Background: an optimization exercise with open tools, aiming at a short achievable clock period and few clock cycles. Do not read the settings as production practice.
At most, simulation tests tie the RTL to the original design; equivalence was not proved.

==> inputs of run a <==
==> flow/design.v (excerpt) <==
module mc32_core (
  input  wire        clk,
  input  wire        rst,           
  input  wire [31:0] prog_len,      
  output wire [31:0] imem_addr,
  input  wire [63:0] imem_rdata,
  output wire [9:0]  dmem_addr,
  output wire        dmem_we,
  output wire [31:0] dmem_wdata,
  input  wire [31:0] dmem_rdata,
  input  wire        in_valid,
  input  wire        in_eof,
  input  wire [7:0]  in_data,
  output wire        in_ready,
  output wire        out_valid,
  output wire [7:0]  out_data,
  output wire        halted,
  output wire        faulted,
  output wire [2:0]  fault_code,
  output wire [31:0] exit_code
);
  localparam NREG       = 13;
  localparam SP_RESET   = 32'd1020;     
  localparam DEPTH      = 16;           
  localparam [2:0] F_STACK    = 3'd1;
  localparam [2:0] F_RANGE    = 3'd2;
  localparam [2:0] F_ILLEGAL  = 3'd3;
  localparam [2:0] F_FETCH    = 3'd4;
  localparam [2:0] F_CALL     = 3'd5;
  localparam [2:0] F_RET      = 3'd6;
  localparam [2:0] F_PUTBACK  = 3'd7;
  localparam [7:0] OP_MOV  = 8'h01, OP_ADD = 8'h02, OP_SUB = 8'h03, OP_AND = 8'h04,
  ...
Settings: LEC_CHECK=0, ABC_CLOCK_PERIOD_IN_PS=2500, CAP_MARGIN=20, CORE_MARGIN=2, CORE_UTILIZATION=40, PLACE_DENSITY=0.6, SLEW_MARGIN=20; clock period 10.0 ns.
standard.sh (not shown) runs the stock make flow with config.mk's settings and CLKGATE_MAP_FILE= SYNTH_SCRIPT=/design/flow/synth_recipe.tcl, a recipe that flattens the netlist after the stock synthesis.
==> flow/flow/run.sh <==
#!/bin/bash
# Standard layout, with repair_timing aiming at a setup slack of 6.5 ns
# (a 3.5 ns clock) instead of 0 ns. The constraints are not changed.
set -euo pipefail
bash standard.sh SETUP_SLACK_MARGIN=6.5 finish > standard_flow.log 2>&1
==> inputs of run b, as changes to run a <==
--- a/flow/design.v
+++ b/flow/design.v
@@ -31,23 +31,24 @@
   localparam [2:0] F_PUTBACK  = 3'd7;
   localparam [7:0] OP_MOV  = 8'h01, OP_ADD = 8'h02, OP_SUB = 8'h03, OP_AND = 8'h04,
                    OP_ORR  = 8'h05, OP_EOR = 8'h06, OP_MVN = 8'h07, OP_LSL = 8'h08,
                    OP_LSR  = 8'h09, OP_CMP = 8'h0A, OP_STR = 8'h0B, OP_LDR = 8'h0C,
                    OP_B    = 8'h10, OP_BEQ = 8'h11, OP_BNE = 8'h12, OP_BLT = 8'h13,
                    OP_BGT  = 8'h14, OP_BL  = 8'h15, OP_RET = 8'h16, OP_HALT = 8'h20;
   localparam A_MOV = 0, A_ADD = 1, A_SUB = 2, A_AND = 3, A_ORR = 4, A_EOR = 5,
              A_MVN = 6, A_LSL = 7, A_LSR = 8;
-  localparam BTBN = 16;                 
-  localparam BTBW = 4;
+  localparam BTBN = 8;                 
+  localparam BTBW = 3;
   integer i;
   reg [31:0] x [0:NREG-1];
   reg        fl_z, fl_lt;                 
   reg [31:0] rs [0:DEPTH-1];
   reg [4:0]  rs_cnt;
+  reg [31:0] rs_topr;                     
   reg        pb_full;
   reg [31:0] pb;
   reg        st_halt, st_fault;
   reg [2:0]  fcode;
   reg [31:0] plen;                        
   reg [31:0] pc_f;                        
   reg [31:0] d_pc;                        
   reg        d_v;                         
@@ -78,40 +79,54 @@
   reg        e_ldi;                       
   reg        e_sti;                       
   reg        e_arange, e_afault;          
   reg [3:0]  e_rd;
   reg [31:0] e_a, e_b, e_d;               
   reg        e_a_ld, e_b_ld, e_d_ld;      
   reg        e_ib;
   reg        e_shbig;                     
+  reg        e_sum;                       
+  reg [31:0] e_bx;                        
+  reg        e_sh;                        
   reg        o_we, o_out, o_inr;          
   reg        m_v;
   reg [3:0]  m_rd;
   wire        e_stall_in = o_inr && !in_valid;           
   wire        e_go       = e_v && !e_wait && !e_stall_in;
   wire        sub_op  = e_alu[A_SUB];
-  wire [32:0] addsub  = {1'b0, e_a} + {1'b0, sub_op ? ~e_b : e_b} + {32'd0, sub_op};
-  wire [31:0] sum     = addsub[31:0];
-  wire        sh_big  = e_shbig;
+  wire [31:0] bx      = e_bx;                  
+  wire [31:0] sum     = e_a + bx + {31'd0, sub_op};
   wire [31:0] shl     = e_a << e_b[4:0];
   wire [31:0] shr     = e_a >> e_b[4:0];
-  reg  [31:0] alu;
-  always @(*) begin
-    alu = ({32{e_alu[A_MOV]}} & e_b)
-        | ({32{e_alu[A_ADD] | e_alu[A_SUB]}} & sum)
-        | ({32{e_alu[A_AND]}} & (e_a & e_b))
-        | ({32{e_alu[A_ORR]}} & (e_a | e_b))
-        | ({32{e_alu[A_EOR]}} & (e_a ^ e_b))
-        | ({32{e_alu[A_MVN]}} & ~e_b)
-        | ({32{e_alu[A_LSL] & !sh_big}} & shl)
-        | ({32{e_alu[A_LSR] & !sh_big}} & shr);
-  end
   wire [31:0] in_word = in_eof ? 32'hFFFF_FFFF : {24'd0, in_data};
-  wire [31:0] e_res   = alu | ({32{e_ldi}} & (pb_full ? pb : in_word));    
+  wire [31:0] res_oth = ({32{e_alu[A_MOV]}} & e_b)
+                      | ({32{e_alu[A_AND]}} & (e_a & e_b))
+                      | ({32{e_alu[A_ORR]}} & (e_a | e_b))
+                      | ({32{e_alu[A_EOR]}} & (e_a ^ e_b))
+                      | ({32{e_alu[A_MVN]}} & ~e_b)
+                      | ({32{e_ldi}} & (pb_full ? pb : in_word));    
+  wire [31:0] e_res   = ({32{e_sum}} & sum)
+                      | ({32{e_alu[A_LSL] & !e_shbig}} & shl)
+                      | ({32{e_alu[A_LSR] & !e_shbig}} & shr)
+                      | res_oth;                                     
+  wire [10:0] sum_lo  = {1'b0, e_a[9:0]} + {1'b0, bx[9:0]} + {10'd0, sub_op};
+  wire [5:0]  sum_l5  = {1'b0, e_a[4:0]} + {1'b0, bx[4:0]} + {5'd0, sub_op};
+  wire [31:0] hx      = e_a ^ bx;
+  wire [31:0] ho      = e_a | bx;
+  wire [31:0] zt      = hx ^ {ho[30:0], 1'b0};                       
+  wire        z11     = (zt[31:11] == 21'd0);
+  wire        z6      = (zt[31:6] == 26'd0) ;
+  wire        zero10  = z11 && (hx[10] == sum_lo[10]);               
+  wire        zero5   = z6  && (hx[5]  == sum_l5[5]);                
+  wire [4:0]  fl_sum  = {!zero10,
+                         zero10 && sum_lo[9:0] == 10'd1021,
+                         zero10 && sum_lo[9:0] == 10'd1022,
+                         zero10 && sum_lo[9:0] == 10'd1023,
+                         !zero5};
   wire        cmp_z  = (e_a == e_b);
   function [1:0] lt_eq(input [1:0] hi, input [1:0] lo);    
     lt_eq = {hi[1] | (hi[0] & lo[1]), hi[0] & lo[0]};
   endfunction
   wire [31:0] ca = {~e_a[31], e_a[30:0]};
   wire [31:0] cb = {~e_b[31], e_b[30:0]};
   reg  [1:0]  le1 [0:31];
   reg  [1:0]  le2 [0:15];
@@ -189,22 +204,25 @@
       if (rn == i) xa = x[i];
       if (rm == i) xm = x[i];
       if (rd == i) xd = x[i];
     end
   end
   wire [31:0] va   = (e_wb && e_rd == rn) ? e_res : (m_wb && m_rd == rn) ? dmem_rdata : xa;
   wire [31:0] vm   = (e_wb && e_rd == rm) ? e_res : (m_wb && m_rd == rm) ? dmem_rdata : xm;
   wire [31:0] vd   = (e_wb && e_rd == rd) ? e_res : (m_wb && m_rd == rd) ? dmem_rdata : xd;
-  wire [31:0] vb   = ibit ? imm : vm;
+  wire [31:0] vb   = (!ibit && e_wb && e_rd == rm) ? e_res :
+                     ibit ? imm : (m_wb && m_rd == rm) ? dmem_rdata : xm;
   wire        ld_e   = e_v && !e_wait && e_ldm;
   wire        use_a  = ld_e && (f_dp3 || f_cmp) && (rn == e_rd);
   wire        use_b  = ld_e && !ibit && (f_dp3 || f_dp2 || f_cmp || f_mem) && (rm == e_rd);
   wire        use_d  = ld_e && is_str && (rd == e_rd);
-  wire        d_wait = use_a || use_b || use_d;
+  wire        use_f  = e_v && !e_wait && e_sh && !ibit && (f_mem || opc == OP_LSL || opc == OP_LSR)
+                       && (rm == e_rd);
+  wire        d_wait = use_a || use_b || use_d || use_f;
   function [2:0] aclass(input [31:0] a);    
     aclass = {(a[31:10] != 22'd0), (a[31:10] == 22'd0) && (a[9:0] == 10'd1021),
               (a[31:10] == 22'd0) && (a[9:0] == 10'd1022)};
   endfunction
   function aout(input [31:0] a);
     aout = (a[31:10] == 22'd0) && (a[9:0] == 10'd1023);
   endfunction
   function [4:0] vflags(input [31:0] a);    
@@ -214,22 +232,25 @@
   reg  [4:0]  xmf;
   always @(*) begin
     xmf = 5'd0;
     for (i = 0; i < NREG; i = i + 1) begin
       xf[i] = vflags(x[i]);
       if (rm == i) xmf = xf[i];
     end
   end
-  wire [4:0]  fl_e = vflags(e_res);
+  wire [4:0]  fl_e = e_sum ? fl_sum : vflags(res_oth);
   wire [4:0]  fl_r = vflags(dmem_rdata);
   wire [4:0]  fl_b = ibit ? vflags(imm) : (e_wb && e_rd == rm) ? fl_e : (m_wb && m_rd == rm) ? fl_r : xmf;
   wire [2:0]  ac_b = fl_b[4:2];
   wire        ao_b = fl_b[1];
   wire [2:0]  ac_r = fl_r[4:2];
+  wire [4:0]  fl_w = vflags(e_b);           
+  wire [2:0]  ac_w = fl_w[4:2];
+  wire        ao_w = fl_w[1];
   wire        ao_r = fl_r[1];
   reg take;
   always @(*) begin
     case (opc)
       OP_B, OP_BL: take = 1'b1;
       OP_BEQ:      take = fz;
       OP_BNE:      take = !fz;
       OP_BLT:      take = flt;
@@ -237,17 +258,17 @@
       default:     take = 1'b0;
     endcase
   end
   wire        e_block  = (e_v && e_wait) || e_stall_in;    
   wire        d_go     = d_v && !e_block && !st_halt && !st_fault && !e_stop;
   wire        d_cond   = (opc >= OP_BEQ) && (opc <= OP_BGT);
   wire        d_call   = d_go && is_bl && (rs_cnt != DEPTH);    
   wire        d_ret    = d_go && is_ret && (rs_cnt != 5'd0);
-  wire [31:0] rs_top   = (rs_cnt != 5'd0) ? rs[rs_cnt[3:0] - 4'd1] : 32'd0;
+  wire [31:0] rs_top   = rs_topr;
   wire [31:0] d_pc1    = d_pc + 32'd1;
   wire        act_jmp  = f_br && take;                   
   wire        ret_ok   = d_ptk && d_pret && (pc_f == rs_top);
   wire        pred_ok  = act_jmp ? (d_ptk && !d_pret) : is_ret ? ret_ok : !d_ptk;
   wire        d_mis    = d_go && !pred_ok;
   wire [31:0] redir    = is_ret ? rs_top : (f_br && !d_ptk) ? imm : d_pc1;
   reg  [BTBN-1:0] hit_oh;
   reg  [31:0]     p_tgt;
@@ -262,22 +283,30 @@
         p_ret = p_ret | btb_ret[i];
         p_tk  = p_tk  | btb_ret[i] | !btb_cond[i] | btb_ctr[i][1];
         p_idx = p_idx | i[BTBW-1:0];
       end
     end
   end
   wire        p_hit    = |hit_oh;
   wire [31:0] p_next   = !p_tk ? pc_f + 32'd1 : p_ret ? rs_top : p_tgt;
-  assign imem_addr  = pc_f;
-  assign dmem_addr  = e_b[9:0];
-  assign dmem_wdata = e_d;
+  wire [31:0] pc_nx = (d_v && e_block) ? ((e_v && e_wait) ? pc_f : d_pc) :
+                      (d_go && d_wait) ? pc_f :
+                      d_mis            ? redir : p_next;
+  reg  [31:0] o_pc;
+  reg  [9:0]  o_addr;
+  reg  [31:0] o_wd;
+  always @(posedge clk)
+    o_pc <= pc_nx & {32{!rst}};
+  assign imem_addr  = o_pc;
+  assign dmem_addr  = o_addr;
+  assign dmem_wdata = o_wd;
   assign dmem_we    = o_we;
   assign out_valid  = o_out;
-  assign out_data   = e_d[7:0];
+  assign out_data   = o_wd[7:0];
   assign in_ready   = o_inr;
   assign halted     = st_halt;
   assign faulted    = st_fault;
   assign fault_code = fcode;
   assign exit_code  = x[0];
   always @(posedge clk) begin
     if (rst) begin
       for (i = 0; i < NREG; i = i + 1)
@@ -295,25 +324,26 @@
     if (rs_cnt != DEPTH)
       rs[rs_cnt[3:0]] <= d_pc1;
   end
   always @(posedge clk) begin
     plen <= prog_len;
     if (rst) begin
       fl_z <= 1'b0; fl_lt <= 1'b0;
       rs_cnt <= 5'd0;
+      rs_topr <= 32'd0;
       pb_full <= 1'b0;
       pb <= 32'd0;
       st_halt <= 1'b0; st_fault <= 1'b0; fcode <= 3'd0;
       pc_f <= 32'd0; d_pc <= 32'd0; d_v <= 1'b0; d_end <= 1'b0; d_past <= 1'b0;
       e_v <= 1'b0; e_wait <= 1'b0; e_fault <= 3'd0; e_halt <= 1'b0; e_alu <= 9'd0;
       e_wr <= 1'b0; e_cmp <= 1'b0; e_str <= 1'b0; e_ldr <= 1'b0; e_ldm <= 1'b0;
       e_ldz <= 1'b0; e_ldi <= 1'b0; e_sti <= 1'b0; e_arange <= 1'b0; e_afault <= 1'b0;
       e_rd <= 4'd0; e_a <= 32'd0; e_b <= 32'd0; e_d <= 32'd0;
-      e_a_ld <= 1'b0; e_b_ld <= 1'b0; e_d_ld <= 1'b0; e_ib <= 1'b0; e_shbig <= 1'b0;
+      e_a_ld <= 1'b0; e_b_ld <= 1'b0; e_d_ld <= 1'b0; e_ib <= 1'b0; e_shbig <= 1'b0; e_sum <= 1'b0; e_sh <= 1'b0; e_bx <= 32'd0;
       o_we <= 1'b0; o_out <= 1'b0; o_inr <= 1'b0;
       m_v <= 1'b0; m_rd <= 4'd0;
       d_ptk <= 1'b0; d_pret <= 1'b0; d_hit <= 1'b0; d_hidx <= {BTBW{1'b0}};
       u_v <= 1'b0; btb_rr <= {BTBW{1'b0}};
       for (i = 0; i < BTBN; i = i + 1) btb_v[i] <= 1'b0;
     end else begin
       if (e_stop) begin
         if (e_fault_any) begin
@@ -326,40 +356,39 @@
       if (e_ok && e_cmp) begin
         fl_z <= cmp_z; fl_lt <= cmp_lt;
       end
       pb_full <= pb_full_nx;
       if (e_ok && e_sti)
         pb <= e_d;
       m_v  <= e_ok && e_ldm;
       m_rd <= e_rd;
-      if (d_call)
-        rs_cnt <= rs_cnt + 5'd1;
-      else if (d_ret)
-        rs_cnt <= rs_cnt - 5'd1;
+      if (d_call) begin
+        rs_cnt  <= rs_cnt + 5'd1;
+        rs_topr <= d_pc1;
+      end else if (d_ret) begin
+        rs_cnt  <= rs_cnt - 5'd1;
+        rs_topr <= (rs_cnt >= 5'd2) ? rs[rs_cnt[3:0] - 4'd2] : 32'd0;
+      end
       d_pc   <= pc_f;
       d_end  <= (pc_f == plen);
       d_past <= (pc_f > plen);
       d_hit  <= p_hit;
       d_hidx <= p_idx;
       d_ptk  <= p_tk;
       d_pret <= p_ret;
+      pc_f <= pc_nx;
       if (d_v && e_block) begin
-        if (!(e_v && e_wait)) begin
-          pc_f <= d_pc;
+        if (!(e_v && e_wait))
           d_v  <= 1'b0;
-        end
       end else if (d_go && d_wait) begin
-        pc_f <= pc_f;
         d_v  <= 1'b0;
       end else if (d_mis) begin
-        pc_f <= redir;
         d_v  <= 1'b0;
       end else begin
-        pc_f <= p_next;
         d_v  <= 1'b1;
       end
       u_v    <= d_go && d_clean && (f_br || is_ret);
       u_hit  <= d_hit;
       u_idx  <= d_hidx;
       u_tk   <= act_jmp || is_ret;
       u_ret  <= is_ret;
       u_cond <= d_cond;
@@ -381,53 +410,70 @@
           btb_rr           <= btb_rr + 1'b1;
         end
       end
       if (e_v && e_wait) begin
         e_wait <= 1'b0;
         if (e_a_ld) e_a <= dmem_rdata;
         if (e_b_ld) begin
           e_b      <= dmem_rdata;
+          e_bx     <= e_alu[A_SUB] ? ~dmem_rdata : dmem_rdata;
+          o_addr   <= dmem_rdata[9:0];
           e_shbig  <= fl_r[0];
           e_arange <= (e_str | e_ldr) && ac_r[2];
           e_afault <= (e_str | e_ldr) && ac_r[1];
           e_ldi    <= e_ldr && ac_r == 3'b001;
           e_ldz    <= e_ldr && ao_r;
           e_ldm    <= e_ldr && ac_r == 3'b000 && !ao_r;
           e_sti    <= e_str && ac_r == 3'b001;
           o_we     <= e_str && ac_r == 3'b000 && !ao_r;
           o_out    <= e_str && ao_r;
           o_inr    <= e_ldr && ac_r == 3'b001 && !pb_full_nx;
         end else begin
-          o_we     <= e_str && !e_arange && !e_afault && !e_sti && !aout(e_b);
-          o_out    <= e_str && aout(e_b);
-          o_inr    <= e_ldi && !pb_full_nx;
+          e_shbig  <= fl_w[0];
+          e_arange <= (e_str | e_ldr) && ac_w[2];
+          e_afault <= (e_str | e_ldr) && ac_w[1];
+          e_ldi    <= e_ldr && ac_w == 3'b001;
+          e_ldz    <= e_ldr && ao_w;
+          e_ldm    <= e_ldr && ac_w == 3'b000 && !ao_w;
+          e_sti    <= e_str && ac_w == 3'b001;
+          o_we     <= e_str && ac_w == 3'b000 && !ao_w;
+          o_out    <= e_str && ao_w;
+          o_inr    <= e_ldr && ac_w == 3'b001 && !pb_full_nx;
+        end
+        if (e_d_ld) begin
+          e_d  <= dmem_rdata;
+          o_wd <= dmem_rdata;
         end
-        if (e_d_ld) e_d <= dmem_rdata;
       end else if (!e_stall_in) begin
         e_v      <= d_go;
         e_wait   <= d_go && d_wait;
         e_fault  <= d_fault;
         e_halt   <= d_end || (d_clean && opc == OP_HALT);
         e_alu    <= {9{d_clean}} & {(opc == OP_LSR), (opc == OP_LSL), (opc == OP_MVN),
                                     (opc == OP_EOR), (opc == OP_ORR), (opc == OP_AND),
                                     (opc == OP_SUB), (opc == OP_ADD), (opc == OP_MOV)};
         e_wr     <= d_clean && (f_dp3 || f_dp2);
         e_cmp    <= d_clean && f_cmp;
         e_str    <= d_clean && is_str;
         e_ldr    <= d_clean && is_ldr;
         e_rd     <= rd;
         e_a      <= va;
         e_b      <= vb;
+        e_bx     <= (opc == OP_SUB) ? ~vb : vb;    
         e_d      <= vd;
+        o_addr   <= vb[9:0];
+        o_wd     <= vd;
         e_a_ld   <= use_a;
         e_b_ld   <= use_b;
         e_d_ld   <= use_d;
         e_ib     <= ibit;
         e_shbig  <= fl_b[0];
+        e_sum    <= d_clean && (opc == OP_ADD || opc == OP_SUB);
+        e_sh     <= d_clean && (opc == OP_LSL || opc == OP_LSR);
         e_arange <= ac_b[2];
         e_afault <= ac_b[1];
         e_ldi    <= d_clean && is_ldr && ac_b == 3'b001;
         e_ldz    <= d_clean && is_ldr && ao_b;
         e_ldm    <= d_clean && is_ldr && ac_b == 3'b000 && !ao_b;
         e_sti    <= d_clean && is_str && ac_b == 3'b001;
         o_we     <= d_go && !d_wait && d_clean && is_str && ac_b == 3'b000 && !ao_b;
         o_out    <= d_go && !d_wait && d_clean && is_str && ao_b;
CORE_UTILIZATION = 35   (was 40)
GPL_ROUTABILITY_DRIVEN = 1   (was default)
PLACE_DENSITY = 0.55   (was 0.6)
==> notes <==
Run a died in global routing (5_1_grt). Run b finished but fails on max-capacitance violations, max-slew violations.
In run b the synthesized cell count is smaller than in run a, by about 6.5%.
Of run a and run b, run a has the higher area after synthesis (gap 15%, measured against run b).
Testbench counts of run b, summed over its fixed seeds: cycles 74,557.
The RTL of run a was laid out without a check of its function.

-- static timing again, ports no longer ideal --
The flow's constraints put no driver on any port. The routed layout listed below was extracted and timed again, unchanged, in two steps.
Step 1 (the two cells are an assumption about what drives the block):
set clk [get_ports {clk}]
set_driving_cell -lib_cell sky130_fd_sc_hd__clkbuf_16 $clk
set_driving_cell -lib_cell sky130_fd_sc_hd__buf_2 [delete_from_list [all_inputs] $clk]
Step 2 times the ports against the registers' clock, not the clock port: input delays grow and output delays shrink by t, the midpoint of the rising clock arrivals with the driver on.
Three values: ideal ports, drivers, drivers and shift; two values: the first two.
run: run b
shift t [ns]: 1.030
setup WS [ns]: 4.927 / 4.927 / 4.288
clock arrival spread, ns: 0.077 / 0.077
worst data-port slew with drivers (ns): 0.36
cell pins on the clock port's net: 1
For run b, drivers alone change the setup slack by 0.000 ns; drivers and shift together by -0.639 ns.
